From an optimization exercise on the open Yosys and OpenROAD flow, aimed at small area; shortcuts taken in it are not production practice.
At most, simulation tests tie the RTL to the original design; equivalence was not proved.
Function not checked in run 5: the RTL went through the layout flow alone.
No driver is modelled on the clock port, so clocking that relies on it looks cheaper here than on a real chip.
Power is estimated from default activity; no workload was simulated.

==> flow/design.v <==
module segcodec (
    input             clk,
    input             rst,
    input             h_req,
    input             h_we,
    input      [1:0]  h_size,     
    input      [12:0] h_addr,
    input      [31:0] h_wdata,
    output            h_done,
    output reg        h_err,
    output reg [31:0] h_rdata,
    output reg        mem_en,
    output reg        mem_we,
    output reg [3:0]  mem_be,
    output reg [8:0]  mem_addr,
    output reg [31:0] mem_wdata,
    input      [31:0] mem_rdata
);
    localparam [2:0] S_IDLE = 3'd0, S_PRIME = 3'd1, S_SUM = 3'd2, S_FIN = 3'd3, S_DONE = 3'd4,
                     S_RST = 3'd5;
    reg [2:0]  state;
    reg [2:0]  tx_flags;    
    reg [10:0] tx_len;
    reg [5:0]  tx_seq;
    reg [5:0]  tx_ackn;
    reg [3:0]  lastop;      
    reg [2:0]  cause;
    reg        rxv;         
    reg [31:0] rxr;         
    reg [15:0] csum_r;      
    reg [15:0] ra, rb;      
    reg [13:0] p;           
    reg        cy;          
    wire st_idle  = (state == S_IDLE);
    wire st_prime = (state == S_PRIME);
    wire st_rst   = (state == S_RST);
    wire st_sum   = (state == S_SUM);
    wire st_fin   = (state == S_FIN);
    assign h_done = (state == S_DONE);
    wire [31:0] tx_hdr = {2'b01, tx_flags, tx_len, 2'b00, tx_seq, 2'b00, tx_ackn};
    wire        err    = |cause;
    wire        valid  = (lastop == 4'd2) && (cause == 3'd0);
    wire [31:0] status = {20'd0, lastop, 1'b0, cause, 2'b00, valid, err};
    wire [31:0] rx_hdr = rxv ? {1'b0, 1'b1, rxr[13:0], rxr[31:16]} : 32'd0;
    wire [10:0] plen   = (rx_hdr[26:16] > 11'd1440) ? 11'd1440 : rx_hdr[26:16];
    wire is_reg   = (h_addr[12:5] == 8'd0) && (h_size == 2'd2) && (h_addr[1:0] == 2'b00);
    wire is_frame = h_addr[12] && (h_addr[11:0] < 12'h5A6) && (h_size == 2'd0);
    always @(*) h_err = !(is_reg || is_frame);
    wire       ph31   = &p[4:0];
    wire       a_rs   = (h_addr[4:2] == 3'd5);           
    wire       act    = st_idle && h_req && (&p[4:1]) && (p[0] != a_rs);
    wire [15:0] rx_size = ra;
    wire [15:0] cs_len  = rb;
    wire       reg_wr = act && is_reg && h_we;
    wire       cmd_wr = reg_wr && (h_addr[4:2] == 3'd0);
    wire [3:0] opw    = h_wdata[3:0];
    wire enc_bad = tx_len > 11'd1440;
    wire dec_bad = rx_size != 16'd1446;
    wire cs_bad  = cs_len > 16'd1446;
    wire enc_go  = (opw == 4'd1) && !enc_bad;
    wire go      = cmd_wr && (enc_go || ((opw == 4'd2) && !dec_bad) ||
                              ((opw == 4'd3) && !cs_bad));
    reg [2:0] cause0;
    always @(*) begin
        case (opw)
            4'd1:    cause0 = enc_bad ? 3'd4 : 3'd0;
            4'd2:    cause0 = dec_bad ? 3'd1 : 3'd0;
            4'd3:    cause0 = cs_bad  ? 3'd4 : 3'd0;
            default: cause0 = 3'd5;
        endcase
    end
    wire is_enc = (lastop[1:0] == 2'd1);
    wire is_dec = (lastop[1:0] == 2'd2);
    wire is_cs  = (lastop[1:0] == 2'd3);
    wire [4:0]  plo  = p[4:0] + 5'd1;
    wire [9:0]  phi  = {1'b0, p[13:5]} + {9'd0, st_sum & ph31};
    wire [13:0] pinc = {phi[8:0], plo};
    wire        pend = phi[9];
    wire [4:0]  c    = p[4:0];
    wire [1:0]  k    = {c[4], ~c[3]};           
    wire [10:0] idx  = {p[13:5], k};            
    wire        inv  = &p[13:4];                
    wire [1:0]  ksel = st_sum ? k : h_addr[1:0];
    reg  [7:0]  rbyte;
    always @(*) begin
        case (ksel)
            2'd0: rbyte = mem_rdata[31:24];
            2'd1: rbyte = mem_rdata[23:16];
            2'd2: rbyte = mem_rdata[15:8];
            default: rbyte = mem_rdata[7:0];
        endcase
    end
    wire rbit = rbyte[c[2:0]];
    wire [10:0] nsel     = is_enc ? (tx_len + 11'd6) : is_cs ? ra[10:0] : 11'd1446;
    wire        lt_now   = idx < nsel;
    reg         lt_q;
    always @(posedge clk) lt_q <= lt_now;
    wire        lt       = p[0] ? lt_q : lt_now;
    wire        f45      = (idx[10:1] == 10'd2);
    wire        keep     = lt && !(is_enc && f45);
    wire        in_frame = idx < 11'd1446;
    wire        wz       = st_sum && is_enc && !keep && in_frame && (c[2:0] != 3'd7);
    wire        qok      = pinc[13:5] < 9'd362;
    wire cap = st_sum && is_dec && (p[13:5] == 9'd0);
    wire opb = rbit & keep & st_sum;
    wire s   = csum_r[0] ^ opb ^ cy;
    wire co  = (csum_r[0] & opb) | (csum_r[0] & cy) | (opb & cy);
    always @(*) begin
        mem_en    = (act && (is_frame || (cmd_wr && enc_go))) || st_prime ||
                    (st_sum && qok) || (st_fin && is_enc);
        mem_we    = (st_idle && h_we) || wz || st_fin;
        mem_addr  = pinc[13:5] | (st_idle ? h_addr[10:2] : 9'd0) | {8'd0, st_fin};
        mem_be    = (4'b1000 >> ksel) | {4{st_idle && !h_addr[12]}} | {1'b0, st_fin, 2'b00};
        mem_wdata = st_idle ? (h_addr[12] ? {4{h_wdata[7:0]}} : tx_hdr)
                            : {csum_r & {16{st_fin}}, 16'd0};
    end
    always @(*) begin
        if (h_addr[12]) h_rdata = {24'd0, rbyte};
        else case (h_addr[4:2])
            3'd0: h_rdata = 32'd0;
            3'd1: h_rdata = status;
            3'd2: h_rdata = tx_hdr;
            3'd3: h_rdata = rx_hdr;
            3'd4: h_rdata = {16'd0, csum_r};
            3'd5: h_rdata = {16'd0, ra};    
            3'd6: h_rdata = {16'd0, ra};    
            default: h_rdata = {21'd0, plen};
        endcase
    end
    always @(posedge clk) begin
        csum_r <= {(st_rst || st_prime) ? 1'b0 : s ^ inv, csum_r[15:1]};
        rxr    <= {cap ? rbit : rxr[0], rxr[31:1]};
        ra     <= st_rst ? 16'd0 : (reg_wr && ((h_addr[4:2] == 3'd5) || (h_addr[4:2] == 3'd6)))
                                ? h_wdata[15:0] : rb;
        rb     <= ra;
    end
    always @(posedge clk) begin
        if (rst) begin
            state    <= S_RST;
            tx_flags <= 3'd0;
            tx_len   <= 11'd0;
            tx_seq   <= 6'd0;
            tx_ackn  <= 6'd0;
            lastop   <= 4'd0;
            cause    <= 3'd0;
            rxv      <= 1'b0;
            p        <= 14'd0;
            cy       <= 1'b0;
        end else begin
            p  <= pinc[13:0];
            cy <= st_sum & co;
            case (state)
                S_IDLE: if (act) begin
                    state <= go ? S_PRIME : S_DONE;
                    if (reg_wr) begin
                        case (h_addr[4:2])
                            3'd0: if (opw != 4'd0) begin
                                lastop <= opw;
                                cause  <= cause0;
                                if (opw == 4'd2) rxv <= 1'b0;
                            end
                            3'd2: begin
                                tx_flags <= h_wdata[29:27];
                                tx_len   <= h_wdata[26:16];
                                tx_seq   <= h_wdata[13:8];
                                tx_ackn  <= h_wdata[5:0];
                            end
                            default: ;
                        endcase
                    end
                end
                S_PRIME: if (ph31) state <= S_SUM;
                S_SUM: begin
                    if (is_dec && inv && !s) cause <= 3'd2;
                    if (pend) state <= S_FIN;
                end
                S_FIN: begin
                    if (is_dec && (cause == 3'd0)) begin
                        if (rxr[15:14] != 2'b01) cause <= 3'd3;
                        else                     rxv   <= 1'b1;
                    end
                    state <= S_DONE;
                end
                S_RST: if (&p[3:0]) state <= S_IDLE;
                default: state <= S_IDLE;
            endcase
        end
    end
endmodule
==> flow/flow/run.sh <==
#!/bin/bash
# Standard ORFS layout (the standard.sh) with three changes:
#  - minimum-size port buffers (buf_1) instead of the resizer's pick,
#  - a small balanced clock tree built by hand before CTS (flow/clocktree.tcl):
#    one root buffer and nine leaf buffers (TritonCTS then skips the net),
#  - an area-targeted ABC restructuring of the combinational logic after
#    floorplan (registers are left as synthesised).
set -euo pipefail
here=$(pwd)
export BUFFER_PORTS_ARGS="-buffer_cell sky130_fd_sc_hd__buf_1"
export CTS_ARGS="-sink_clustering_enable -repair_clock_nets -dont_use_dummy_load -buf_list {sky130_fd_sc_hd__clkbuf_4 sky130_fd_sc_hd__clkbuf_8}"
export PRE_CTS_TCL="$here/flow/clocktree.tcl"
export CLOCK_LEAVES=9
export CLOCK_LEAF_CELL=sky130_fd_sc_hd__clkbuf_8
export CLOCK_ROOT_CELL=sky130_fd_sc_hd__clkbuf_8
export POST_FLOORPLAN_TCL="$here/flow/restructure.tcl"
export RESTRUCTURE_DIR="$here/restructure"
mkdir -p "$RESTRUCTURE_DIR"
python3 flow/filter_lib.py "$FLOW_HOME/platforms/sky130hd/lib/sky130_fd_sc_hd__tt_025C_1v80.lib" "$RESTRUCTURE_DIR/abc.lib" > filter_lib.log 2>&1
bash standard.sh > standard.log 2>&1
==> flow/flow/clocktree.tcl <==
# Manual two-level clock tree: the register clock pins are split into
# CLOCK_LEAVES groups of nearby pins; each group gets one leaf
# buffer at its centroid, and a root buffer next to the leaves' centroid
# drives the leaves, so the clock port feeds a single cell.
set leaf_cell  $::env(CLOCK_LEAF_CELL)
set root_cell  $::env(CLOCK_ROOT_CELL)
set block [ord::get_db_block]
set dbu [$block getDbUnitsPerMicron]
set net [[$block findBTerm clk] getNet]
set clk_net_name [$net getName]
set sinks {}
foreach it [$net getITerms] {
  if {[$it isInputSignal] || [$it getIoType] == "INPUT"} {
    set inst [$it getInst]
    set bb [$inst getBBox]
    set x [expr {([$bb xMin] + [$bb xMax]) / 2.0 / $dbu}]
    set y [expr {([$bb yMin] + [$bb yMax]) / 2.0 / $dbu}]
    lappend sinks [list $x $y "[$inst getName]/[[$it getMTerm] getName]"]
  }
}
# Split items into k groups by recursive bisection along the longer side of
# each group's bounding box, group sizes in proportion to the leaf counts.
proc bisect {items k} {
  if {$k <= 1 || [llength $items] <= 1} { return [list $items] }
  set xs [lmap s $items {lindex $s 0}]
  set ys [lmap s $items {lindex $s 1}]
  set w [expr {[tcl::mathfunc::max {*}$xs] - [tcl::mathfunc::min {*}$xs]}]
  set h [expr {[tcl::mathfunc::max {*}$ys] - [tcl::mathfunc::min {*}$ys]}]
  set axis [expr {$w >= $h ? 0 : 1}]
  set k1 [expr {$k / 2}]
  set k2 [expr {$k - $k1}]
  set n1 [expr {int(round(double([llength $items]) * $k1 / $k))}]
  set sorted [lsort -real -index $axis $items]
  return [concat [bisect [lrange $sorted 0 [expr {$n1 - 1}]] $k1] \
                 [bisect [lrange $sorted $n1 end] $k2]]
}
set groups [bisect $sinks $::env(CLOCK_LEAVES)]
set i 0
set leaf_pins {}
set cxs {}; set cys {}
foreach g $groups {
  set sx 0.0; set sy 0.0
  foreach s $g { set sx [expr {$sx + [lindex $s 0]}]; set sy [expr {$sy + [lindex $s 1]}] }
  set cx [expr {$sx / [llength $g]}]; set cy [expr {$sy / [llength $g]}]
  lappend cxs $cx; lappend cys $cy
  set pins [lmap s $g {get_pins [lindex $s 2]}]
  puts "clock leaf $i: [llength $g] sinks at ($cx, $cy)"
  insert_buffer -buffer_cell $leaf_cell -net $clk_net_name -load_pins $pins \
    -location [list $cx $cy] -buffer_name clkleaf_$i -net_name clknet_leaf_$i
  incr i
}
# the clock net now feeds only the leaf buffers
foreach it [$net getITerms] {
  lappend leaf_pins [get_pins "[[$it getInst] getName]/[[$it getMTerm] getName]"]
}
set rx [expr {([tcl::mathfunc::min {*}$cxs] + [tcl::mathfunc::max {*}$cxs]) / 2.0}]
set ry [expr {([tcl::mathfunc::min {*}$cys] + [tcl::mathfunc::max {*}$cys]) / 2.0}]
insert_buffer -buffer_cell $root_cell -net $clk_net_name -load_pins $leaf_pins \
  -location [list $rx $ry] -buffer_name clkroot -net_name clknet_root
==> flow/flow/filter_lib.py <==
"""Copy a Liberty file without the cells the platform marks don't-use
(sky130hd: *probe*, *lpflow*), for ABC restructuring to map onto."""
import re
import sys

src, dst = sys.argv[1], sys.argv[2]
text = open(src).read()
out = []
pos = 0
for m in re.finditer(r'\n\s*cell\s*\(\s*"?([A-Za-z0-9_]+)"?\s*\)\s*\{', text):
    if m.start() < pos:
        continue
    name = m.group(1)
    if "lpflow" not in name and "probe" not in name:
        continue
    # find the matching closing brace
    depth = 0
    i = m.end() - 1
    while True:
        c = text[i]
        if c == "{":
            depth += 1
        elif c == "}":
            depth -= 1
            if depth == 0:
                break
        i += 1
    out.append(text[pos:m.start()])
    pos = i + 1
out.append(text[pos:])
open(dst, "w").write("".join(out))
==> flow/flow/restructure.tcl <==
# Area recovery: re-map the combinational logic with ABC, targeting area.
report_design_area
# a copy of the library without the don't-use cells (run.sh writes it)
set lib $::env(RESTRUCTURE_DIR)/abc.lib
restructure -target area -liberty_file $lib \
  -tielo_port sky130_fd_sc_hd__conb_1/LO -tiehi_port sky130_fd_sc_hd__conb_1/HI \
  -work_dir $::env(RESTRUCTURE_DIR) -abc_logfile $::env(RESTRUCTURE_DIR)/abc.log
report_design_area
==> flow/standard.sh <==
#!/bin/bash
# synth_recipe.tcl (not shown) runs the flow's synth.tcl, then flattens the netlist and writes it again
# the make line also repeats each setting of config.mk as NAME=value (left out here)
make -C /OpenROAD-flow-scripts/flow DESIGN_CONFIG=/design/flow/config.mk WORK_HOME=/design/flow/orfs CLKGATE_MAP_FILE= SYNTH_SCRIPT=/design/flow/synth_recipe.tcl "${@:-finish}"
==> flow/config.mk <==
export PLATFORM = sky130hd
export DESIGN_NAME = segcodec
export DESIGN_NICKNAME = segcodec
export VERILOG_FILES = /design/flow/design.v
export SDC_FILE = /design/flow/constraint.sdc
export NUM_CORES = 4
export LEC_CHECK = 0
export ABC_AREA = 1
export CAP_MARGIN = 20
export CORE_MARGIN = 2
export CORE_UTILIZATION = 45
export GPL_TIMING_DRIVEN = 0
export SLEW_MARGIN = 20
==> flow/constraint.sdc <==
create_clock -name core_clock -period 6.0 [get_ports {clk}]
set_input_delay 1.2000 -clock core_clock [delete_from_list [all_inputs] [get_ports {clk}]]
set_output_delay 1.2000 -clock core_clock [all_outputs]
set_load 0.01 [all_outputs]
==> results of run 1 <==
[worst register-to-register path: cells and delay by family (launching register included)]
kind            cells  cell delay [ns]
buf+inv             4             1.12
flops               1             0.42
compound gates     10             1.79
simple gates        8             1.73
[cells in the mapped netlist, types with 3 or more instances]
cell / instances / share of area, %
clkbuf_1: 19 / 1.0
buf_6: 4 / 0.64
nor4_1: 9 / 0.80
nor3_1: 13 / 0.92
inv_2: 4 / 0.21
o22ai_1: 12 / 1.1
nand4_1: 10 / 0.89
a31oi_1: 6 / 0.53
a21oi_1: 93 / 6.6
buf_2: 14 / 1.0
a221oi_1: 6 / 0.75
o211ai_1: 10 / 1.1
dfxtp_1: 133 / 38
nand2_2: 7 / 0.62
xor2_1: 7 / 0.87
nand3_1: 97 / 6.9
o21ai_0: 69 / 4.9
nand2_1: 188 / 10
buf_4: 3 / 0.32
inv_1: 164 / 8.7
ha_1: 16 / 2.8
o221ai_1: 11 / 1.4
nor2_1: 75 / 4.0
a22oi_1: 4 / 0.43
o21ai_1: 27 / 1.9
o2111ai_1: 5 / 0.62
[report_power, final]
group          internal [W]  switching, W  total [W]
sequential         0.000884    0.00000278   0.000886
combinational     0.0000375     0.0000762   0.000114
clock              0.000151      0.000280   0.000430
total               0.00107      0.000359    0.00143
[final cells by class, without the clock buffers]
cell class                 count  area, sq um
fill                        1613         8150
multi-input combinational    481         2940
sequential                   133         2660
timing repair buffer         164          634
inverter                     123          463
tap                          211          264
buffer                         2         7.51
[cells by family (layout without fill, tap and decap cells)]
kind of cell / Yosys count / count (layout) / share of synthesized area, %
adders and majority gates: 17 / 0 / 3.13
and+or+nand+nor: 412 / 175 / 26.0
AOI/OAI and AO/OA: 248 / 304 / 20.0
xor gates and xnor gates: 7 / 0 / 0.871
buffers and inverters: 212 / 299 / 12.2
DFF: 133 / 133 / 37.8
other: 1 / 2 / 0.0533
[registers in the layout (all words and copies together), names as in the netlist]
name / cells
cause: 3
csum_r: 16
cy: 1
lastop: 4
lt_q: 1
p: 14
ra: 16
rb: 16
rxr: 32
rxv: 1
state: 3
tx_ackn: 6
tx_flags: 3
tx_len: 11
tx_seq: 6
[routing by layer]
metal	global-route usage, %	up-vias
met1	38.6	3074
li1	-	3137
met3	5.04	27
met2	41.6	316
met4	5.88	0
met5	0	-
[stage by stage]
step | area, sq um | std cells | hold WS [ns] | worst slack (ns) | power, W
after detailed placement | 6940 | 1114 | 0.339 | -0.117 | 0.00102
after floorplan | 7040 | 1030 | 0.331 | 2.11 | 0.000976
final | 7110 | 1124 | 0.352 | 0.331 | 0.00143
after CTS | 7080 | 1124 | 0.339 | 0.218 | 0.00133
after global placement | 6870 | 1110 | 0.336 | -1.68 | 0.00102
after global routing | 7110 | 1124 | 0.362 | 0.0137 | 0.00149
[worst max-delay path by stage]
stage               startpoint           end  depth (start not counted)
floorplan            tx_len[1]        mem_we                         20
global placement     h_addr[3]     tx_len[8]                          8
detailed placement    state[1]      cause[2]                         23
CTS                   state[1]      cause[2]                         22
global route          state[2]        mem_en                         10
finish                state[2]  mem_wdata[2]                          6
[what timing repair did]
| item | in CTS | in global routing |
|---|---|---|
| gates resized for setup | 1 | 6 |
| gates cloned | 0 | 0 |
| setup endpoints to repair | 2 | 6 |
| setup buffers | 0 | 0 |
==> results.py, run 1 <==
metrics = {
    "clock_network": {
        "clkTransAtPathRegs_ns": 0.10,
        "clk_latency_ns": 0.41,
        "cts_hold_buffers": 0,
    },
    "sta": {
        "fin_crit_ns": 5.67,
        "final.period_utilization_pct": 94.5,
        "setup_viol": 0,
        "fin_worst_skew_ns": 0.0132,
        "maxSlewViolCount": 0,
        "hold_viol_final": 0,
        "grt_setup_unrepaired": "no",
        "relSlewSlack_pct": 21.5,
        "tightest_slew_ns": 1.17,
        "tns_ns": 0,
        "fmax_mhz": 176,
    },
    "yosys": {
        "syn_inst": 1030,
        "yosys_warnings": 1,
        "ys_seq_area_share_pct": 37.8,
        "synth_flop_cell": "dfxtp_1",
        "synthesis.area_sq_um": 7040,
        "synth_cell_types": 44,
        "postSynth.asyncResetShare_pct": 0,
        "syn_avg_cell_area_sq_um": 6.83,
        "syn_nets": 1130,
        "synth_seq_cells": 133,
        "synth_edf_count": 0,
    },
    "worst_hold_path": {
        "whs_path_depth": 0,
        "hold_class": "reg2reg",
        "min_from": "rxr[21]",
        "holdPathEnd": "rxr[20]",
    },
    "floorplanning": {
        "die_y_microns": 129,
        "die_area_sq_um": 16700,
        "chipWidth_microns": 129,
        "ios": 164,
        "start_util_pct": 46.1,
        "core-area_sq_um": 15300,
        "rows": 45,
    },
    "detailed_routing": {
        "highest-signal-layer": "met4",
        "drtPass1Iterations": 9,
        "met3_length_mm": 2.24,
        "drcViolationCount": 0,
        "wl_per_cell_microns": 20.5,
        "routed_wl_mm": 23.0,
        "wl_met2_mm": 10.1,
        "route.layer.met1.wl_mm": 10.2,
        "num_vias": 6554,
        "viasPerCell": 5.83,
        "first_iter_violations": 689,
        "ant_nets": 0,
    },
    "final_layout": {
        "final_nets": 998,
        "final_common_cell": "buf_1",
        "final_core_util_pct": 46.6,
        "most-common-layout-cells": "buf_1 (160), dfxtp_1 (132), clkinv_1 (122)",
        "area_delta_synth_final_pct": 1.08,
        "layout-drive-gt1-share_pct": 3.29,
        "antenna_cells": 0,
    },
    "pwr": {
        "ir_drop_uv": 129,
        "p_leak_nw": 2.18,
        "power_density_nw_per_um2": 201,
    },
    "worst_setup_path": {
        "crit_type": "reg2out",
        "critPathMaxFanout": 30,
        "critPathTopFamily": "buffers and inverters",
        "reg2reg_from": "state[1]",
        "cp_num_buf_inv": 3,
        "slowest_stage": "clkinv_1",
        "cpPeakStageDelay_ns": 0.87,
        "worst-r2r-cell-count": 22,
        "r2r-end": "cause[2]",
        "cp-start-kind": "register",
        "cp-end-kind": "output port",
        "crit_chain": "nor3_2 -> clkinv_1 -> nor2_1 -> clkinv_1 -> o21ai_0 -> buf_1",
        "cp.required_ns": 4.80,
        "reg2reg_setup_slack_ns": 0.83,
        "cp_common_cell": "clkinv_1",
        "cp.arrival_ns": 4.47,
    },
    "placed_design": {
        "gp_congestion": 0.927,
        "hpwl_mm": 17.4,
        "io_buffers": 160,
    },
    "grt": {
        "grt_pass1_wl_mm": 34.5,
        "grt_usage_pct": 26.7,
        "grt_pass1_vias": 5929,
        "grt_max_degree": 47,
        "antenna_found_initial": 0,
        "grt_overflow": 0,
    },
    "status": {
        "status": "complete, no violations",
    },
    "flow_run": {
        "cap_violations": 0,
    },
}
==> run 2: changes to the inputs <==
--- a/flow/design.v
+++ b/flow/design.v
@@ -26,5 +26,4 @@
     reg [3:0]  lastop;      
     reg [2:0]  cause;
-    reg        rxv;         
     reg [31:0] rxr;         
     reg [15:0] csum_r;      
@@ -42,4 +41,5 @@
     wire        valid  = (lastop == 4'd2) && (cause == 3'd0);
     wire [31:0] status = {20'd0, lastop, 1'b0, cause, 2'b00, valid, err};
+    wire        rxv    = rxr[14];    
     wire [31:0] rx_hdr = rxv ? {1'b0, 1'b1, rxr[13:0], rxr[31:16]} : 32'd0;
     wire [10:0] plen   = (rx_hdr[26:16] > 11'd1440) ? 11'd1440 : rx_hdr[26:16];
@@ -103,4 +103,7 @@
     wire        qok      = pinc[13:5] < 9'd362;
     wire cap = st_sum && is_dec && (p[13:5] == 9'd0);
+    wire rx_kill = st_rst ||
+                   ((st_fin || (h_done && !p[0])) && (lastop == 4'd2) &&
+                    ((cause != 3'd0) || (rxr[15:14] != 2'b01)));
     wire opb = rbit & keep & st_sum;
     wire s   = csum_r[0] ^ opb ^ cy;
@@ -130,5 +133,5 @@
     always @(posedge clk) begin
         csum_r <= {(st_rst || st_prime) ? 1'b0 : s ^ inv, csum_r[15:1]};
-        rxr    <= {cap ? rbit : rxr[0], rxr[31:1]};
+        rxr    <= {cap ? rbit : rxr[0], rxr[31:15], rxr[14] & !rx_kill, rxr[13:1]};
         ra     <= st_rst ? 16'd0 : (reg_wr && ((h_addr[4:2] == 3'd5) || (h_addr[4:2] == 3'd6)))
                                 ? h_wdata[15:0] : rb;
@@ -144,5 +147,4 @@
             lastop   <= 4'd0;
             cause    <= 3'd0;
-            rxv      <= 1'b0;
             p        <= 14'd0;
             cy       <= 1'b0;
@@ -158,5 +160,4 @@
                                 lastop <= opw;
                                 cause  <= cause0;
-                                if (opw == 4'd2) rxv <= 1'b0;
                             end
                             3'd2: begin
@@ -176,11 +177,8 @@
                 end
                 S_FIN: begin
-                    if (is_dec && (cause == 3'd0)) begin
-                        if (rxr[15:14] != 2'b01) cause <= 3'd3;
-                        else                     rxv   <= 1'b1;
-                    end
+                    if (is_dec && (cause == 3'd0) && (rxr[15:14] != 2'b01)) cause <= 3'd3;
                     state <= S_DONE;
                 end
-                S_RST: if (&p[3:0]) state <= S_IDLE;
+                S_RST: if (ph31) state <= S_IDLE;
                 default: state <= S_IDLE;
             endcase
==> run 2 against run 1 <==
Hold slack got worse by 0.0038 ns. First-iteration DRC count fell by 11%. Clock power barely moved. Sequential cell count fell by 1. Utilization fell by 2.0 points. Largest cell class unchanged. Largest power group unchanged.
==> results.py, run 2 <==
metrics = {
    "status": {
        "status": "complete, no violations",
    },
    "clock_network": {
        "clk_latency_ns": 0.42,
        "clkTransAtPathRegs_ns": 0.11,
        "cts_hold_buffers": 0,
        "cts_setup_buffers": 0,
    },
    "yosys": {
        "synth_flop_cell": "dfxtp_1",
        "syn_nets": 1122,
        "synth_cell_types": 47,
        "ys_seq_area_share_pct": 36.7,
        "synth_top_area_share_pct": 36.7,
        "post-synth-top-count-cell": "nand2_1",
        "yosys_warnings": 1,
        "synth_edf_count": 0,
        "syn_inst": 1022,
        "postSynth.asyncResetShare_pct": 0,
        "synth_area_leader_cell": "dfxtp_1",
        "synth_seq_cells": 132,
        "synthTopCellsByCount": "nand2_1 (162), nor2_1 (143), inv_1 (136)",
        "syn_avg_cell_area_sq_um": 7.04,
        "synth_area_leaders": "dfxtp_1 (37%), nand2_1 (8.5%), nor2_1 (7.5%), inv_1 (7.1%), nand3_1 (5.9%)",
        "synthesis.area_sq_um": 7190,
    },
    "worst_setup_path": {
        "cp.required_ns": 4.80,
        "cp-start-kind": "register",
        "crit_type": "reg2out",
        "critPathMaxFanout": 5,
        "cp-end-kind": "output port",
        "cp.arrival_ns": 4.42,
    },
    "detailed_routing": {
        "first_iter_violations": 612,
        "drcViolationCount": 0,
        "routed_wl_mm": 22.6,
        "wl_per_cell_microns": 20.4,
        "ant_nets": 0,
        "num_vias": 6543,
        "viasPerCell": 5.89,
        "drtPass1Iterations": 5,
    },
    "final_layout": {
        "final_nets": 979,
        "instances_no_fill": 1110,
        "antenna_cells": 0,
        "area_delta_synth_final_pct": -2.26,
        "largest_reg_flops": 32,
        "fillCellCount": 1705,
        "layout-drive-gt1-share_pct": 3.13,
        "final_common_cell": "buf_1",
        "regMostFlops": "rxr",
        "most-common-layout-cells": "buf_1 (160), dfxtp_1 (132), clkinv_1 (106)",
    },
    "floorplanning": {
        "die_area_sq_um": 17000,
        "ios": 164,
        "rows": 46,
        "die_y_microns": 130,
        "start_util_pct": 45.6,
        "core-area_sq_um": 15800,
        "chipWidth_microns": 130,
    },
    "placed_design": {
        "gp_congestion": 0.916,
        "dpl.cell_count": 1100,
        "hpwl_mm": 17.3,
        "io_buffers": 160,
    },
    "sta": {
        "grt_setup_unrepaired": "no",
        "fin_crit_ns": 5.62,
        "fin_hold_ws_ns": 0.349,
        "maxSlewViolCount": 0,
        "final.period_utilization_pct": 93.7,
        "fin_worst_skew_ns": 0.0222,
        "relSlewSlack_pct": 18.6,
        "fmax_mhz": 178,
        "setup_viol": 0,
        "tightest_slew_ns": 1.22,
        "hold_viol_final": 0,
    },
    "grt": {
        "grt_max_degree": 47,
        "antenna_found_initial": 0,
        "grt_usage_pct": 25.4,
        "grt_overflow": 0,
        "grt_pass1_wl_mm": 33.3,
        "grt_pass1_vias": 5780,
    },
    "pwr": {
        "ir_drop_uv": 109,
        "power.share.clock_pct": 30.3,
        "intPower_w": 0.00106,
        "switching_share_pct": 25.0,
        "p_comb_share_pct": 7.6,
        "p_leak_nw": 2.13,
        "finalPower_w": 0.00142,
        "power_density_nw_per_um2": 201,
        "power.switching_w": 0.000354,
        "seqPwrFrac_pct": 62.1,
    },
    "flow_run": {
        "cap_violations": 0,
    },
    "worst_hold_path": {
        "hold_class": "reg2reg",
    },
}
==> run 2: cell count changes after synthesis, sizes merged, moves of 12 or more <==
cell	before	now
a211oi	0	29
nor3	17	55
nand2	195	167
o21ai	96	58
nand3	99	87
inv	168	144
nor2	78	147
a22oi	4	20
a21oi	93	30
==> run 2: through the flow <==
stage / util [%] / setup TNS [ns] / worst slack, ns / area [sq um]
2_1_floorplan: - / 0 / 2.27 / 7190
3_3_place_gp: 43.1 / -56.67 / -1.46 / 6800
3_5_place_dp: 43.5 / 0 / 0.492 / 6860
4_1_cts: 44.4 / 0 / 0.473 / 7000
5_1_grt: 44.6 / 0 / 0.0857 / 7030
6_report: 44.6 / 0 / 0.377 / 7030
==> run 2: worst paths after layout <==
path	slack (ns)	end	cells after the start	from
worst max-delay path	0.38	mem_we	17	tx_len[2]
worst min-delay path	0.35	rxr[16]	0	rxr[17]
worst max register to register	0.75	cause[0]	24	tx_len[2]
worst min register to register	0.35	rxr[16]	0	rxr[17]
==> run 2: logic make-up after synthesis <==
group | Yosys count | synth area share [%]
compound gates | 188 | 17.4
flops | 132 | 36.7
other cells | 1 | 0.0521
fa+ha+maj | 17 | 3.06
simple gates | 491 | 31.1
xor+xnor | 7 | 0.852
buf+inv | 186 | 10.8
==> run 2: power by group through the flow <==
stage	combinational [W]	clock [W]	sequential, W
final	0.000107	0.000429	0.000879
after global placement	0.000104	0	0.000900
after floorplan	0.0000719	0	0.000900
after detailed placement	0.000105	0	0.000900
after global routing	0.000117	0.000466	0.000880
after CTS	0.000105	0.000305	0.000900
==> run 2: final cells by class, without the clock buffers <==
type | count | area, sq um | share of cell area, %
repair buffers | 165 | 633 | 9.00
plain buffers | 2 | 7.51 | 0.107
multi-input cells | 478 | 2940 | 41.8
well taps | 216 | 270 | 3.84
flip-flops and latches | 132 | 2640 | 37.6
inverters | 107 | 403 | 5.73
==> run 2: metal layers <==
| metal | global-route usage (%) | share of wire (%) |
|---|---|---|
| met1 | 38.0 | 45 |
| met3 | 3.26 | 10 |
| met4 | 5.13 | 2.4 |
| met2 | 39.4 | 43 |
| met5 | 0 | 0 |
==> run 2: worst max-delay path, cell delays in order, from the launching register on <==
cell	delay [ns]
dfxtp_1	0.44
o21ai_0	0.18
nor2_1	0.20
clkinv_1	0.15
nor3_2	0.25
clkinv_1	0.18
nor4_2	0.27
o2bb2ai_1	0.16
o22a_1	0.24
a2bb2oi_1	0.27
nor2_1	0.09
o2111ai_1	0.10
o32ai_1	0.14
a2111oi_1	0.44
o22ai_1	0.16
a21oi_1	0.33
o221ai_1	0.21
buf_1	0.18
==> run 2: repair_timing <==
action,in CTS,in global routing
resized for setup,0,5
setup endpoints to repair,0,4
endpoints found under the hold margin,0,0
==> run 3: changes to the inputs <==
--- a/flow/flow/run.sh
+++ b/flow/flow/run.sh
@@ -3,5 +3,5 @@
 #  - minimum-size port buffers (buf_1) instead of the resizer's pick,
 #  - a small balanced clock tree built by hand before CTS (flow/clocktree.tcl):
-#    one root buffer and nine leaf buffers (TritonCTS then skips the net),
+#    one root buffer and ten leaf buffers (TritonCTS then skips the net),
 #  - an area-targeted ABC restructuring of the combinational logic after
 #    floorplan (registers are left as synthesised).
@@ -11,5 +11,5 @@
 export CTS_ARGS="-sink_clustering_enable -repair_clock_nets -dont_use_dummy_load -buf_list {sky130_fd_sc_hd__clkbuf_4 sky130_fd_sc_hd__clkbuf_8}"
 export PRE_CTS_TCL="$here/flow/clocktree.tcl"
-export CLOCK_LEAVES=9
+export CLOCK_LEAVES=10
 export CLOCK_LEAF_CELL=sky130_fd_sc_hd__clkbuf_8
 export CLOCK_ROOT_CELL=sky130_fd_sc_hd__clkbuf_8
==> run 3 against run 2 <==
Register-to-register slack got worse by 0.02 ns. Combinational power barely moved. Via count grew 0.46%. Highest routed layer unchanged. Sequential cell count unchanged.
==> results.py, run 3 <==
metrics = {
    "worst_setup_path": {
        "cp.required_ns": 4.80,
        "critPathMaxFanout": 5,
        "cp-end-kind": "output port",
        "cp.arrival_ns": 4.42,
        "cp-start-kind": "register",
        "crit_type": "reg2out",
    },
    "sta": {
        "grt_setup_unrepaired": "no",
        "hold_viol_final": 0,
        "fin_worst_skew_ns": 0.0277,
        "final.period_utilization_pct": 93.6,
        "tightest_slew_ns": 1.20,
        "relSlewSlack_pct": 20.1,
        "maxSlewViolCount": 0,
        "fin_crit_ns": 5.62,
        "fin_hold_ws_ns": 0.337,
        "setup_viol": 0,
        "fmax_mhz": 178,
    },
    "floorplanning": {
        "die_y_microns": 130,
        "core-area_sq_um": 15800,
        "ios": 164,
        "chipWidth_microns": 130,
        "die_area_sq_um": 17000,
        "start_util_pct": 45.6,
        "rows": 46,
    },
    "final_layout": {
        "antenna_cells": 0,
        "final_common_cell": "buf_1",
        "area_delta_synth_final_pct": -2.07,
        "most-common-layout-cells": "buf_1 (160), dfxtp_1 (132), clkinv_1 (106)",
        "layout-drive-gt1-share_pct": 3.24,
        "largest_reg_flops": 32,
        "final_core_util_pct": 44.7,
        "regMostFlops": "rxr",
        "final_nets": 980,
    },
    "detailed_routing": {
        "routed_wl_mm": 22.7,
        "first_iter_violations": 699,
        "drcViolationCount": 0,
        "drtPass1Iterations": 9,
        "wl_per_cell_microns": 20.4,
        "ant_nets": 0,
        "viasPerCell": 5.92,
        "num_vias": 6573,
    },
    "status": {
        "status": "complete, no violations",
    },
    "yosys": {
        "syn_avg_cell_area_sq_um": 7.04,
        "syn_inst": 1022,
        "ys_seq_area_share_pct": 36.7,
        "post-synth-top-count-cell": "nand2_1",
        "postSynth.asyncResetShare_pct": 0,
        "yosys_warnings": 1,
        "synth_area_leaders": "dfxtp_1 (37%), nand2_1 (8.5%), nor2_1 (7.5%), inv_1 (7.1%), nand3_1 (5.9%)",
        "synth_cell_types": 47,
        "synthTopCellsByCount": "nand2_1 (162), nor2_1 (143), inv_1 (136)",
        "synth_edf_count": 0,
        "syn_nets": 1122,
        "synthesis.area_sq_um": 7190,
        "synth_seq_cells": 132,
        "synth_top_area_share_pct": 36.7,
        "synth_flop_cell": "dfxtp_1",
        "synth_area_leader_cell": "dfxtp_1",
    },
    "placed_design": {
        "gp_congestion": 0.916,
        "io_buffers": 160,
        "hpwl_mm": 17.3,
    },
    "pwr": {
        "ir_drop_uv": 132,
        "power_density_nw_per_um2": 203,
        "p_leak_nw": 2.14,
    },
    "grt": {
        "antenna_found_initial": 0,
        "grt_overflow": 0,
        "grt_pass1_wl_mm": 33.5,
        "grt_usage_pct": 25.4,
        "grt_pass1_vias": 5806,
        "grt_max_degree": 47,
    },
    "clock_network": {
        "clkTransAtPathRegs_ns": 0.11,
        "cts_hold_buffers": 0,
        "clk_latency_ns": 0.43,
    },
    "worst_hold_path": {
        "hold_class": "reg2reg",
    },
    "flow_run": {
        "cap_violations": 0,
    },
}
run 3: cell type report, without the clock buffers:
| type | instances | area (sq um) |
|---|---|---|
| Timing Repair Buffer | 165 | 633 |
| Fill cell | 1709 | 8720 |
| Sequential cell | 132 | 2640 |
| Multi-Input combinational cell | 478 | 2940 |
| Inverter | 107 | 403 |
| Buffer | 2 | 7.51 |
| Tap cell | 216 | 270 |
run 3: logic make-up after synthesis:
kind of cell    share of synthesized area, %
other cells                           0.0521
flops                                   36.7
xor+xnor                               0.852
buf+inv                                 10.8
simple gates                            31.1
compound gates                          17.4
fa+ha+maj                               3.06
run 3: where the power goes:
group          leakage, nW  switching (W)  internal, W
clock               0.0791       0.000283     0.000164
sequential            1.06     0.00000270     0.000877
combinational        0.998      0.0000725    0.0000343
run 3: worst paths after layout:
check / startpoint / endpoint / slack [ns] / depth (start not counted)
worst max-delay path: tx_len[2] / mem_we / 0.38 / 17
worst min-delay path: rxr[19] / rxr[18] / 0.34 / 0
worst max register to register: tx_len[2] / cause[0] / 0.73 / 24
worst min register to register: rxr[19] / rxr[18] / 0.34 / 0
run 3: metal layers:
| metal | share of wire (%) | wire (microns) | vias up | global-route usage (%) |
|---|---|---|---|---|
| li1 | - | - | 3113 | - |
| met1 | 45 | 10100 | 3060 | 37.9 |
| met2 | 43 | 9710 | 368 | 40.1 |
| met3 | 10 | 2280 | 32 | 2.61 |
| met4 | 2.5 | 560 | 0 | 5.19 |
| met5 | 0 | 0 | - | 0 |
run 3: critical path, cell delays in order (launching register included):
cell and delay (ns):
dfxtp_1 0.43, o21ai_0 0.18, nor2_1 0.21, clkinv_1 0.16
nor3_2 0.25, clkinv_1 0.19, nor4_2 0.27, o2bb2ai_1 0.16
o22a_1 0.24, a2bb2oi_1 0.28, nor2_1 0.09, o2111ai_1 0.10
o32ai_1 0.14, a2111oi_1 0.44, o22ai_1 0.15, a21oi_1 0.31
o221ai_1 0.20, buf_1 0.18
run 3: repair_timing:
item                                    4_1_cts  5_1_grt
endpoints found under the hold margin         0        0
endpoints found under the setup margin        0        4
gates resized for setup                       0        5
setup buffers                                 0        0
run 3: per-stage QoR:
| stage | total power [W] | setup WS (ns) | setup TNS, ns | instances | instance area, sq um |
|---|---|---|---|---|---|
| 5_1_grt | 0.00148 | 0.0938 | 0 | 1111 | 7050 |
| 3_5_place_dp | 0.00100 | 0.492 | 0 | 1100 | 6860 |
| 4_1_cts | 0.00133 | 0.478 | 0 | 1111 | 7020 |
| 6_report | 0.00143 | 0.384 | 0 | 1111 | 7050 |
| 3_3_place_gp | 0.00100 | -1.46 | -56.67 | 1095 | 6800 |
| 2_1_floorplan | 0.000972 | 2.27 | 0 | 1022 | 7190 |
==> run 4: changes to the inputs <==
--- a/flow/flow/run.sh
+++ b/flow/flow/run.sh
@@ -3,5 +3,5 @@
 #  - minimum-size port buffers (buf_1) instead of the resizer's pick,
 #  - a small balanced clock tree built by hand before CTS (flow/clocktree.tcl):
-#    one root buffer and ten leaf buffers (TritonCTS then skips the net),
+#    one root buffer and sixteen leaf buffers (TritonCTS then skips the net),
 #  - an area-targeted ABC restructuring of the combinational logic after
 #    floorplan (registers are left as synthesised).
@@ -11,6 +11,6 @@
 export CTS_ARGS="-sink_clustering_enable -repair_clock_nets -dont_use_dummy_load -buf_list {sky130_fd_sc_hd__clkbuf_4 sky130_fd_sc_hd__clkbuf_8}"
 export PRE_CTS_TCL="$here/flow/clocktree.tcl"
-export CLOCK_LEAVES=10
-export CLOCK_LEAF_CELL=sky130_fd_sc_hd__clkbuf_8
+export CLOCK_LEAVES=16
+export CLOCK_LEAF_CELL=sky130_fd_sc_hd__clkbuf_4
 export CLOCK_ROOT_CELL=sky130_fd_sc_hd__clkbuf_8
 export POST_FLOORPLAN_TCL="$here/flow/restructure.tcl"
==> run 4 against run 3 <==
First-iteration DRC count fell by 3.7%. Fmax fell by 1.2%. Highest routed layer unchanged. Clock skew fell by 0.0084 ns. Sequential cell count did not move. Cell area fell by 0.34%. Final cell count rose by 0.54%. Critical path depth did not move. Combinational power barely moved. Register-to-register slack got worse by 0.03 ns. Hold slack improved by 0.015 ns.
==> results.py, run 4 <==
metrics = {
    "yosys": {
        "synth_seq_cells": 132,
        "synth_flop_cell": "dfxtp_1",
        "synth_cell_types": 47,
        "synth_area_leader_cell": "dfxtp_1",
        "synthTopCellsByCount": "nand2_1 (162), nor2_1 (143), inv_1 (136)",
        "ys_seq_area_share_pct": 36.7,
        "syn_avg_cell_area_sq_um": 7.04,
        "synthesis.area_sq_um": 7190,
        "yosys_warnings": 1,
        "synth_area_leaders": "dfxtp_1 (37%), nand2_1 (8.5%), nor2_1 (7.5%), inv_1 (7.1%), nand3_1 (5.9%)",
        "synth_edf_count": 0,
        "postSynth.asyncResetShare_pct": 0,
        "post-synth-top-count-cell": "nand2_1",
        "syn_inst": 1022,
        "syn_nets": 1122,
        "synth_top_area_share_pct": 36.7,
    },
    "placed_design": {
        "place_area_sq_um": 6860,
        "hpwl_mm": 17.3,
        "io_buffers": 160,
        "gp_congestion": 0.916,
    },
    "clock_network": {
        "clk_latency_ns": 0.46,
        "clkTransAtPathRegs_ns": 0.09,
        "cts_hold_buffers": 0,
    },
    "pwr": {
        "p_leak_nw": 2.14,
        "ir_drop_uv": 125,
        "finalPower_w": 0.00141,
        "power_density_nw_per_um2": 201,
    },
    "detailed_routing": {
        "ant_nets": 0,
        "drcViolationCount": 0,
        "routed_wl_mm": 22.7,
        "drtPass1Iterations": 6,
        "first_iter_violations": 673,
        "wl_met2_mm": 9.54,
        "num_vias": 6613,
        "viasPerCell": 5.92,
        "highest-signal-layer": "met4",
        "route.layer.met1.wl_mm": 10.2,
        "met3_length_mm": 2.15,
        "wl_per_cell_microns": 20.3,
    },
    "floorplanning": {
        "rows": 46,
        "chipWidth_microns": 130,
        "die_y_microns": 130,
        "start_util_pct": 45.6,
        "ios": 164,
        "core-area_sq_um": 15800,
        "die_area_sq_um": 17000,
    },
    "final_layout": {
        "layout-drive-gt1-share_pct": 3.77,
        "fillCellCount": 1712,
        "antenna_cells": 0,
        "multi_input_comb_area_sq_um": 2930,
        "largest_reg_flops": 32,
        "seq_area_sq_um": 2640,
        "most-common-layout-cells": "buf_1 (160), dfxtp_1 (132), clkinv_1 (106)",
        "fin_area_sq_um": 7020,
        "area_delta_synth_final_pct": -2.40,
        "final_common_cell": "buf_1",
        "final_nets": 986,
        "regMostFlops": "rxr",
    },
    "worst_setup_path": {
        "r2r-end": "cause[0]",
        "cpPeakStageDelay_ns": 0.46,
        "crit_chain": "o21ai_0 -> nor2_1 -> clkinv_1 -> nor3_2 -> clkinv_1 -> nor4_2 -> o2bb2ai_1 -> o22a_1 -> a2bb2oi_1 -> nor2_1 -> o2111ai_1 -> o32ai_1 -> a2111oi_1 -> o22ai_1 -> a21oi_1 -> o221ai_1 -> buf_1",
        "crit_type": "reg2out",
        "cp.required_ns": 4.80,
        "critPathMaxFanout": 5,
        "cp.arrival_ns": 4.49,
        "reg2reg_setup_slack_ns": 0.70,
        "reg2reg_from": "state[1]",
        "cp-start-kind": "register",
        "worst-r2r-cell-count": 18,
        "crit_path_start": "tx_len[2]",
        "slowest_stage": "a2111oi_1",
        "cp-end-kind": "output port",
    },
    "worst_hold_path": {
        "holdPathEnd": "rxr[27]",
        "min_from": "rxr[28]",
        "hold_class": "reg2reg",
        "whs_path_depth": 0,
    },
    "sta": {
        "relSlewSlack_pct": 21.7,
        "fmax_mhz": 176,
        "setup_viol": 0,
        "hold_viol_final": 0,
        "grt_setup_unrepaired": "no",
        "fin_worst_skew_ns": 0.0193,
        "tightest_slew_ns": 1.17,
        "maxSlewViolCount": 0,
        "final.period_utilization_pct": 94.8,
        "fin_crit_ns": 5.69,
        "tns_ns": 0,
    },
    "grt": {
        "grt_overflow": 0,
        "antenna_found_initial": 0,
        "grt_max_degree": 47,
        "grt_pass1_vias": 5852,
        "grt_pass1_wl_mm": 33.5,
        "grt_usage_pct": 25.5,
    },
    "flow_run": {
        "cap_violations": 0,
    },
    "status": {
        "status": "complete, no violations",
    },
}
run 4: cell count changes in the layout (fill, tap and decap cells not counted), sizes merged:
cell and delta:
clkbuf +6
run 4: critical path: cells and delay by family, from the launching register on:
kind / cells / cell delay (ns)
AND/OR/NAND/NOR: 4 / 0.80
flip-flops: 1 / 0.43
AO/OA/AOI/OAI: 10 / 2.27
buffers and inverters: 3 / 0.51
run 4: stage by stage:
stage	worst slack (ns)	std cells	util, %	hold WS [ns]
floorplan	2.27	1022	-	0.331
global route	0.0370	1117	44.5	0.358
detailed placement	0.492	1100	43.5	0.338
finish	0.314	1117	44.5	0.352
CTS	0.473	1117	44.4	0.336
global placement	-1.46	1095	43.1	0.333
run 4: worst max-delay path by stage:
stage / end / depth (start not counted)
3_3_place_gp: h_rdata[6] / 6
4_1_cts: cause[0] / 18
3_5_place_dp: cause[0] / 18
6_report: mem_we / 17
2_1_floorplan: mem_we / 18
5_1_grt: mem_we / 17
run 4: final cells by class, without the clock buffers:
type	count	area share (%)
inverter	107	5.74
timing repair buffer	165	9.02
multi-input combinational	478	41.7
sequential	132	37.6
buffer	2	0.107
tap	216	3.85
run 4: power by group:
part / internal, W / switching [W] / leakage (nW)
combinational: 0.0000342 / 0.0000727 / 0.997
sequential: 0.000877 / 0.00000270 / 1.06
clock: 0.000138 / 0.000285 / 0.0808
total: 0.00105 / 0.000360 / 2.14
run 4: cells by family (layout without fill, tap and decap cells):
kind of cell             count (synthesis)  after routing  share of synthesized area (%)
AO/OA/AOI/OAI                          188            298                           17.4
AND/OR/NAND/NOR                        491            177                           31.1
buffers and inverters                  186            291                           10.8
multiplexers                             0              1                              0
other                                    1              2                         0.0521
adder cells (fa/ha/maj)                 17              0                           3.06
XOR/XNOR                                 7              0                          0.852
flip-flops                             132            132                           36.7
run 4: layer usage:
layer | global-route usage, % | up-vias
met5 | 0 | -
met4 | 6.70 | 0
met3 | 2.85 | 48
met2 | 39.4 | 368
met1 | 38.1 | 3066
li1 | - | 3131
run 4: what timing repair did:
action / 4_1_cts / 5_1_grt
setup buffers: 0 / 0
endpoints found under the setup margin: 0 / 4
gates resized for setup: 0 / 4
==> run 5: changes to the inputs <==
--- a/flow/design.v
+++ b/flow/design.v
@@ -113,5 +113,5 @@
                     (st_sum && qok) || (st_fin && is_enc);
         mem_we    = (st_idle && h_we) || wz || st_fin;
-        mem_addr  = pinc[13:5] | (st_idle ? h_addr[10:2] : 9'd0) | {8'd0, st_fin};
+        mem_addr  = pinc[13:5] | h_addr[10:2] | {8'd0, st_fin};
         mem_be    = (4'b1000 >> ksel) | {4{st_idle && !h_addr[12]}} | {1'b0, st_fin, 2'b00};
         mem_wdata = st_idle ? (h_addr[12] ? {4{h_wdata[7:0]}} : tx_hdr)
==> run 5 against run 4 <==
Synthesized area decreased by 1.3%. Die area decreased by 1.2%. Cell area increased by 0.64%. Highest routed layer unchanged. Hold slack got worse by 0.016 ns. Sequential share of layout area decreased by 0.24 points. Utilization increased by 1.6 points. Combinational power increased by 8%.
==> results.py, run 5 <==
metrics = {
    "status": {
        "status": "complete, no violations",
    },
    "final_layout": {
        "antenna_cells": 0,
        "largest_reg_flops": 32,
        "regMostFlops": "rxr",
        "multi_input_comb_area_sq_um": 2950,
        "area_delta_synth_final_pct": -0.528,
        "final_common_cell": "buf_1",
        "most-common-layout-cells": "buf_1 (160), dfxtp_1 (132), clkinv_1 (104)",
        "final_nets": 992,
        "final_core_util_pct": 46.1,
        "layout-drive-gt1-share_pct": 3.75,
        "fillCellCount": 1599,
        "seq_area_sq_um": 2640,
    },
    "yosys": {
        "syn_inst": 1025,
        "synth_flop_cell": "dfxtp_1",
        "synth_area_leaders": "dfxtp_1 (37%), nand2_1 (9.2%), inv_1 (7.4%), nor2_1 (6.9%), nand3_1 (6.1%)",
        "post-synth-top-count-cell": "nand2_1",
        "postSynth.asyncResetShare_pct": 0,
        "synthTopCellsByCount": "nand2_1 (174), inv_1 (140), dfxtp_1 (132)",
        "synth_area_leader_cell": "dfxtp_1",
        "synthesis.area_sq_um": 7100,
        "ys_seq_area_share_pct": 37.2,
        "syn_avg_cell_area_sq_um": 6.93,
        "syn_nets": 1125,
        "yosys_warnings": 1,
        "synth_edf_count": 0,
        "synth_cell_types": 44,
        "synth_top_area_share_pct": 37.2,
        "synth_seq_cells": 132,
    },
    "detailed_routing": {
        "wl_per_cell_microns": 20.4,
        "first_iter_violations": 749,
        "drcViolationCount": 0,
        "routed_wl_mm": 22.8,
        "ant_nets": 0,
        "drtPass1Iterations": 7,
        "viasPerCell": 5.91,
        "num_vias": 6609,
    },
    "clock_network": {
        "clkTransAtPathRegs_ns": 0.11,
        "clk_latency_ns": 0.46,
        "cts_hold_buffers": 0,
    },
    "worst_setup_path": {
        "crit_type": "in2out",
        "critPathMaxFanout": 8,
        "cp-end-kind": "output port",
        "cp.arrival_ns": 4.30,
        "cp.required_ns": 4.80,
        "cp-start-kind": "input pin",
    },
    "floorplanning": {
        "rows": 45,
        "chipWidth_microns": 130,
        "core-area_sq_um": 15300,
        "start_util_pct": 46.4,
        "ios": 164,
        "die_area_sq_um": 16800,
        "die_y_microns": 130,
    },
    "grt": {
        "grt_usage_pct": 25.9,
        "grt_overflow": 0,
        "grt_max_degree": 30,
        "grt_pass1_wl_mm": 34.0,
        "grt_pass1_vias": 5832,
        "antenna_found_initial": 0,
    },
    "flow_run": {
        "cap_violations": 0,
    },
    "pwr": {
        "power_density_nw_per_um2": 201,
        "p_leak_nw": 2.22,
        "finalPower_w": 0.00142,
        "ir_drop_uv": 138,
    },
    "placed_design": {
        "gp_congestion": 0.942,
        "dp_slack_ns": 0.0788,
        "io_buffers": 160,
        "hpwl_mm": 17.4,
    },
    "sta": {
        "hold_viol_final": 0,
        "fmax_mhz": 182,
        "maxSlewViolCount": 0,
        "tightest_slew_ns": 1.18,
        "setup_slack_ns": 0.503,
        "relSlewSlack_pct": 20.7,
        "fin_worst_skew_ns": 0.0242,
        "final.period_utilization_pct": 91.6,
        "tns_ns": 0,
        "grt_setup_unrepaired": "no",
        "fin_crit_ns": 5.50,
        "setup_viol": 0,
    },
    "worst_hold_path": {
        "hold_class": "reg2reg",
    },
}
==> run 5: cell types whose count changed in the layout (fill, tap and decap cells not counted), moves of 4 or more <==
cell | before | now
a221o_1 | 7 | 3
a22o_1 | 2 | 6
nand2_1 | 32 | 38
nand3_1 | 19 | 13
nor4_1 | 13 | 9
o21ai_0 | 76 | 69
o221ai_1 | 31 | 23
or3_1 | 2 | 9
==> run 5: path summary, 6_finish.rpt <==
kind,from,endpoint,slack [ns],cells past startpoint
setup / recovery,h_addr[4],mem_en,0.50,12
hold / removal,rxr[22],rxr[21],0.34,0
setup reg to reg,state[1],cause[0],0.50,20
hold reg to reg,rxr[22],rxr[21],0.34,0
==> run 5: logic make-up (layout without fill, tap and decap cells) <==
family,after synthesis,count (layout),synth area share (%)
simple gates,492,188,31.1
buf+inv,189,291,11.0
compound gates,188,293,16.9
flops,132,132,37.2
fa+ha+maj,17,0,3.10
xor+xnor,6,1,0.740
other cells,1,2,0.0528
==> run 5: layout make-up, without the clock buffers <==
cell class | instances | share of cell area (%)
Multi-Input combinational cell | 484 | 41.7
Inverter | 104 | 5.52
Timing Repair Buffer | 168 | 9.60
Buffer | 2 | 0.106
Tap cell | 211 | 3.74
Sequential cell | 132 | 37.4
==> run 5: layer usage <==
metal  global-route usage, %  share of wire [%]
met2                    41.7                 45
met3                    3.22                8.7
met5                       0                  0
met1                    37.4                 44
met4                    5.19                2.3
==> run 5: what timing repair did <==
item                                    in CTS  in global routing
endpoints found under the setup margin       0                 15
setup buffers                                0                  0
gates resized for setup                      0                  3
endpoints found under the hold margin        0                  0
==> run 5: critical path: stages <==
cell,delay [ns]
buf_1,0.37
clkinv_1,0.30
nor3_1,0.27
a2bb2oi_1,0.10
nor4b_1,0.63
nand3_1,0.31
nor4_2,0.54
nand2_1,0.15
nand2_1,0.10
a222oi_1,0.09
clkinv_1,0.08
buf_1,0.16
==> run 5: report_power, final <==
group          internal [W]  switching (W)  total, W
clock network      0.000138       0.000286  0.000424
logic             0.0000389      0.0000776  0.000116
registers          0.000877     0.00000252  0.000879
==> run 5: through the flow <==
stage	hold slack, ns	cells	area [sq um]
finish	0.336	1118	7070
global route	0.359	1118	7070
CTS	0.336	1118	7050
detailed placement	0.336	1101	6920
global placement	0.330	1093	6810
floorplan	0.331	1025	7100
==> run 6: changes to the inputs <==
--- a/flow/design.v
+++ b/flow/design.v
@@ -20,13 +20,10 @@
                      S_RST = 3'd5;
     reg [2:0]  state;
-    reg [2:0]  tx_flags;    
-    reg [10:0] tx_len;
-    reg [5:0]  tx_seq;
-    reg [5:0]  tx_ackn;
     reg [3:0]  lastop;      
     reg [2:0]  cause;
     reg [31:0] rxr;         
     reg [15:0] csum_r;      
-    reg [15:0] ra, rb;      
+    reg [13:0] s0, s1, s2, s3;    
+    reg [1:0]  ua, ub;            
     reg [13:0] p;           
     reg        cy;          
@@ -37,5 +34,5 @@
     wire st_fin   = (state == S_FIN);
     assign h_done = (state == S_DONE);
-    wire [31:0] tx_hdr = {2'b01, tx_flags, tx_len, 2'b00, tx_seq, 2'b00, tx_ackn};
+    wire [31:0] tx_hdr = {2'b01, s2, 2'b00, s1};
     wire        err    = |cause;
     wire        valid  = (lastop == 4'd2) && (cause == 3'd0);
@@ -48,8 +45,9 @@
     always @(*) h_err = !(is_reg || is_frame);
     wire       ph31   = &p[4:0];
-    wire       a_rs   = (h_addr[4:2] == 3'd5);           
-    wire       act    = st_idle && h_req && (&p[4:1]) && (p[0] != a_rs);
-    wire [15:0] rx_size = ra;
-    wire [15:0] cs_len  = rb;
+    wire [1:0] a_ph   = (h_addr[4:2] == 3'd5) ? 2'd2 : (h_addr[4:2] == 3'd2) ? 2'd1 : 2'd3;
+    wire       act    = st_idle && h_req && (&p[4:2]) && (p[1:0] == a_ph);
+    wire [15:0] rx_size = {ua, s0};
+    wire [15:0] cs_len  = {ub, s3};
+    wire [10:0] tx_len  = s2[10:0];
     wire       reg_wr = act && is_reg && h_we;
     wire       cmd_wr = reg_wr && (h_addr[4:2] == 3'd0);
@@ -92,9 +90,9 @@
     end
     wire rbit = rbyte[c[2:0]];
-    wire [10:0] nsel     = is_enc ? (tx_len + 11'd6) : is_cs ? ra[10:0] : 11'd1446;
+    wire [10:0] nsel     = is_enc ? (s3[10:0] + 11'd6) : is_cs ? s0[10:0] : 11'd1446;
     wire        lt_now   = idx < nsel;
     reg         lt_q;
-    always @(posedge clk) lt_q <= lt_now;
-    wire        lt       = p[0] ? lt_q : lt_now;
+    wire        lt       = (p[1:0] == 2'd0) ? lt_now : lt_q;
+    always @(posedge clk) lt_q <= lt;
     wire        f45      = (idx[10:1] == 10'd2);
     wire        keep     = lt && !(is_enc && f45);
@@ -104,5 +102,5 @@
     wire cap = st_sum && is_dec && (p[13:5] == 9'd0);
     wire rx_kill = st_rst ||
-                   ((st_fin || (h_done && !p[0])) && (lastop == 4'd2) &&
+                   ((st_fin || (h_done && (p[1:0] == 2'd0))) && (lastop == 4'd2) &&
                     ((cause != 3'd0) || (rxr[15:14] != 2'b01)));
     wire opb = rbit & keep & st_sum;
@@ -113,5 +111,5 @@
                     (st_sum && qok) || (st_fin && is_enc);
         mem_we    = (st_idle && h_we) || wz || st_fin;
-        mem_addr  = pinc[13:5] | h_addr[10:2] | {8'd0, st_fin};
+        mem_addr  = pinc[13:5] | (st_idle ? h_addr[10:2] : 9'd0) | {8'd0, st_fin};
         mem_be    = (4'b1000 >> ksel) | {4{st_idle && !h_addr[12]}} | {1'b0, st_fin, 2'b00};
         mem_wdata = st_idle ? (h_addr[12] ? {4{h_wdata[7:0]}} : tx_hdr)
@@ -123,9 +121,9 @@
             3'd0: h_rdata = 32'd0;
             3'd1: h_rdata = status;
-            3'd2: h_rdata = tx_hdr;
+            3'd2: h_rdata = {2'b01, s1, 2'b00, s0};    
             3'd3: h_rdata = rx_hdr;
             3'd4: h_rdata = {16'd0, csum_r};
-            3'd5: h_rdata = {16'd0, ra};    
-            3'd6: h_rdata = {16'd0, ra};    
+            3'd5: h_rdata = {16'd0, ua, s0};    
+            3'd6: h_rdata = {16'd0, ua, s0};    
             default: h_rdata = {21'd0, plen};
         endcase
@@ -134,15 +132,17 @@
         csum_r <= {(st_rst || st_prime) ? 1'b0 : s ^ inv, csum_r[15:1]};
         rxr    <= {cap ? rbit : rxr[0], rxr[31:15], rxr[14] & !rx_kill, rxr[13:1]};
-        ra     <= st_rst ? 16'd0 : (reg_wr && ((h_addr[4:2] == 3'd5) || (h_addr[4:2] == 3'd6)))
-                                ? h_wdata[15:0] : rb;
-        rb     <= ra;
+        s0     <= st_rst ? 14'd0 :
+                  (reg_wr && ((h_addr[4:2] == 3'd5) || (h_addr[4:2] == 3'd6))) ? h_wdata[13:0] :
+                  (reg_wr && (h_addr[4:2] == 3'd2)) ? (h_wdata[13:0] & 14'h3F3F) : s3;
+        s1     <= (reg_wr && (h_addr[4:2] == 3'd2)) ? h_wdata[29:16] : s0;
+        s2     <= s1;
+        s3     <= s2;
+        ua     <= st_rst ? 2'd0 :
+                  (reg_wr && ((h_addr[4:2] == 3'd5) || (h_addr[4:2] == 3'd6))) ? h_wdata[15:14] : ub;
+        ub     <= ua;
     end
     always @(posedge clk) begin
         if (rst) begin
             state    <= S_RST;
-            tx_flags <= 3'd0;
-            tx_len   <= 11'd0;
-            tx_seq   <= 6'd0;
-            tx_ackn  <= 6'd0;
             lastop   <= 4'd0;
             cause    <= 3'd0;
@@ -160,10 +160,4 @@
                                 lastop <= opw;
                                 cause  <= cause0;
-                            end
-                            3'd2: begin
-                                tx_flags <= h_wdata[29:27];
-                                tx_len   <= h_wdata[26:16];
-                                tx_seq   <= h_wdata[13:8];
-                                tx_ackn  <= h_wdata[5:0];
                             end
                             default: ;
==> run 6 against run 5 <==
Cell area shrank 1.4%. Clock skew shrank 0.0047 ns. Sequential share of layout area grew 1.1 points. Via count shrank 3.9%. Critical path type unchanged. Largest cell class unchanged. Largest power group unchanged.
==> results.py, run 6 <==
metrics = {
    "sta": {
        "final.period_utilization_pct": 93.5,
        "setup_viol": 0,
        "maxSlewViolCount": 0,
        "fin_crit_ns": 5.61,
        "hold_viol_final": 0,
        "tightest_slew_ns": 1.02,
        "relSlewSlack_pct": 31.7,
        "tns_ns": 0,
        "fin_worst_skew_ns": 0.0196,
        "fmax_mhz": 178,
        "fin_hold_ws_ns": 0.352,
    },
    "final_layout": {
        "top_regs": "rxr: 32 flops, csum_r: 16 flops",
        "largest_reg_flops": 32,
        "final_common_cell": "buf_1",
        "area_delta_synth_final_pct": 1.79,
        "antenna_cells": 0,
        "instances_no_fill": 1070,
        "regMostFlops": "rxr",
        "layout-drive-gt1-share_pct": 4.76,
        "final_core_util_pct": 46.4,
        "fillCellCount": 1610,
        "final_nets": 967,
        "most-common-layout-cells": "buf_1 (159), dfxtp_1 (134), clkinv_1 (94)",
    },
    "yosys": {
        "syn_avg_cell_area_sq_um": 6.85,
        "synth_top_area_share_pct": 39.2,
        "syn_inst": 1000,
        "synth_area_leaders": "dfxtp_1 (39%), nand2_1 (11%), nor2_1 (8.8%), inv_1 (6.6%), o21ai_0 (5.8%)",
        "synthesis.area_sq_um": 6850,
        "synth_seq_cells": 134,
        "synthTopCellsByCount": "nand2_1 (200), nor2_1 (160), dfxtp_1 (134)",
        "yosys_warnings": 1,
        "syn_nets": 1101,
        "synth_edf_count": 0,
        "postSynth.asyncResetShare_pct": 0,
        "synth_area_leader_cell": "dfxtp_1",
        "synth_flop_cell": "dfxtp_1",
        "ys_seq_area_share_pct": 39.2,
        "synth_cell_types": 44,
        "post-synth-top-count-cell": "nand2_1",
    },
    "pwr": {
        "power.share.clock_pct": 29.6,
        "ir_drop_uv": 134,
        "power_density_nw_per_um2": 205,
        "intPower_w": 0.00107,
        "p_leak_nw": 2.27,
        "power.switching_w": 0.000360,
        "p_comb_share_pct": 7.7,
        "seqPwrFrac_pct": 62.7,
        "finalPower_w": 0.00143,
        "switching_share_pct": 25.2,
    },
    "floorplanning": {
        "start_util_pct": 45.5,
        "ios": 164,
        "rows": 45,
        "core-area_sq_um": 15000,
        "chipWidth_microns": 127,
        "die_y_microns": 127,
        "die_area_sq_um": 16200,
    },
    "grt": {
        "antenna_found_initial": 1,
        "grt_pass1_vias": 5708,
        "grt_pass1_wl_mm": 32.6,
        "grt_overflow": 0,
        "grt_max_degree": 40,
        "grt_usage_pct": 25.9,
    },
    "worst_hold_path": {
        "min_from": "s2[11]",
        "hold_class": "reg2reg",
        "holdPathEnd": "s3[11]",
        "whs_path_depth": 0,
    },
    "flow_run": {
        "cap_violations": 0,
    },
    "clock_network": {
        "clkTransAtPathRegs_ns": 0.09,
        "clk_latency_ns": 0.44,
        "cts_hold_buffers": 0,
    },
    "detailed_routing": {
        "drcViolationCount": 0,
        "wl_per_cell_microns": 20.7,
        "routed_wl_mm": 22.1,
        "drtPass1Iterations": 7,
        "num_vias": 6348,
        "ant_nets": 0,
        "viasPerCell": 5.93,
        "first_iter_violations": 663,
    },
    "worst_setup_path": {
        "critPathMaxFanout": 6,
        "cpPeakStageDelay_ns": 0.67,
        "worst-r2r-cell-count": 23,
        "crit_chain": "buf_1 -> clkinv_1 -> nor3_2 -> clkinv_1 -> a222oi_1 -> nor4b_2 -> nand3_1 -> nor3_2 -> nand2_1 -> nand2_1 -> a222oi_1 -> clkinv_1 -> buf_1",
        "cp_common_cell": "clkinv_1",
        "cp.required_ns": 4.80,
        "slowest_stage": "nor3_2",
        "cp-start-kind": "input pin",
        "crit_type": "in2out",
        "cp.arrival_ns": 4.41,
        "r2r-end": "cause[0]",
        "reg2reg_setup_slack_ns": 0.58,
        "cp-end-kind": "output port",
        "reg2reg_from": "s3[2]",
    },
    "placed_design": {
        "dpl.cell_count": 1050,
        "io_buffers": 160,
        "gp_congestion": 0.902,
        "hpwl_mm": 17.3,
    },
    "status": {
        "status": "complete, no violations",
    },
}
[run 6: worst max-delay path: cells and delay by family]
family                 cells  cell delay (ns)
buffers and inverters      5             0.74
and+or+nand+nor            6             2.03
AOI/OAI and AO/OA          2             0.44
[run 6: metrics by stage]
| step | setup slack [ns] | area [sq um] |
|---|---|---|
| after floorplan | 2.38 | 6850 |
| after global placement | -1.82 | 6660 |
| after detailed placement | -0.155 | 6750 |
| after CTS | 0.182 | 6900 |
| after global routing | -0.0644 | 6970 |
| final | 0.392 | 6970 |
[run 6: per-layer routing]
layer  GRT usage (%)  vias to the layer above  routed length, microns
met5               0                        -                      11
met4            4.14                        2                     400
met3            3.60                       35                    1960
met2            42.2                      325                    9980
met1            37.2                     2980                    9780
li1                -                     3006                       -
[run 6: power by group through the flow]
stage	sequential, W	combinational (W)	clock [W]
2_1_floorplan	0.000914	0.0000719	0
3_3_place_gp	0.000914	0.000103	0
3_5_place_dp	0.000914	0.000106	0
4_1_cts	0.000914	0.000107	0.000297
5_1_grt	0.000894	0.000121	0.000464
6_report	0.000894	0.000110	0.000421
[run 6: kinds of logic after synthesis]
logic type      share of synthesized area [%]
flops                                    39.2
other cells                            0.0548
simple gates                             32.2
xor+xnor                                0.896
compound gates                           15.2
buf+inv                                  9.10
fa+ha+maj                                3.40
[run 6: worst max path at each step]
stage               endpoint      start  cells past startpoint  slack (ns)
floorplan             mem_we      s3[1]                     18        2.38
global placement       s1[1]  h_addr[3]                     10       -1.82
global route        cause[0]      s3[2]                     23       -0.06
CTS                 cause[0]   state[1]                     21        0.18
detailed placement  cause[0]   state[1]                     21       -0.15
finish                mem_en  h_addr[3]                     13        0.39
[run 6: layout make-up, without the clock buffers]
type / count / area [sq um] / share of cell area [%]
flip-flops and latches: 134 / 2680 / 38.5
multi-input cells: 465 / 2860 / 41.0
repair buffers: 168 / 683 / 9.80
inverters: 98 / 375 / 5.39
well taps: 188 / 235 / 3.38
[run 6: what timing repair did]
| action | CTS | global route |
|---|---|---|
| resized for setup | 2 | 12 |
| pin swaps | 0 | 1 |
| endpoints found under the setup margin | 3 | 5 |
| setup buffers | 0 | 2 |

what the ideal ports hide:
In the flow no input, the clock included, has a driving cell. The finished layouts below were timed again as built, in two steps. Step 1 assumes that a clkbuf_16 drives the clock port and a buf_2 every other input. Step 2 times the ports against the registers' clock, not the clock port: input delays grow and output delays shrink by t, the midpoint of the rising clock arrivals with the driver on. Slacks: ideal ports / drivers / drivers and shift; pairs: ideal ports / drivers.
| run | t (ns) | slack for setup (ns) | worst slew at a driven data input, ns | cell pins on the clock port's net |
|---|---|---|---|---|
| run 1 | 0.442 | 0.331 / 0.294 / 0.539 | 0.04 | 1 |
| run 2 | 0.451 | 0.377 / 0.339 / 0.466 | 0.05 | 1 |
| run 3 | 0.460 | 0.384 / 0.346 / 0.467 | 0.05 | 1 |
| run 4 | 0.490 | 0.314 / 0.278 / 0.508 | 0.05 | 1 |
| run 5 | 0.491 | 0.503 / 0.476 / 0.479 | 0.04 | 1 |
| run 6 | 0.473 | 0.392 / 0.365 / 0.365 | 0.05 | 1 |
After both steps every run listed still meets setup and hold. For run 6, which loses most, drivers alone change the setup slack by -0.027 ns; drivers and shift together by -0.027 ns.
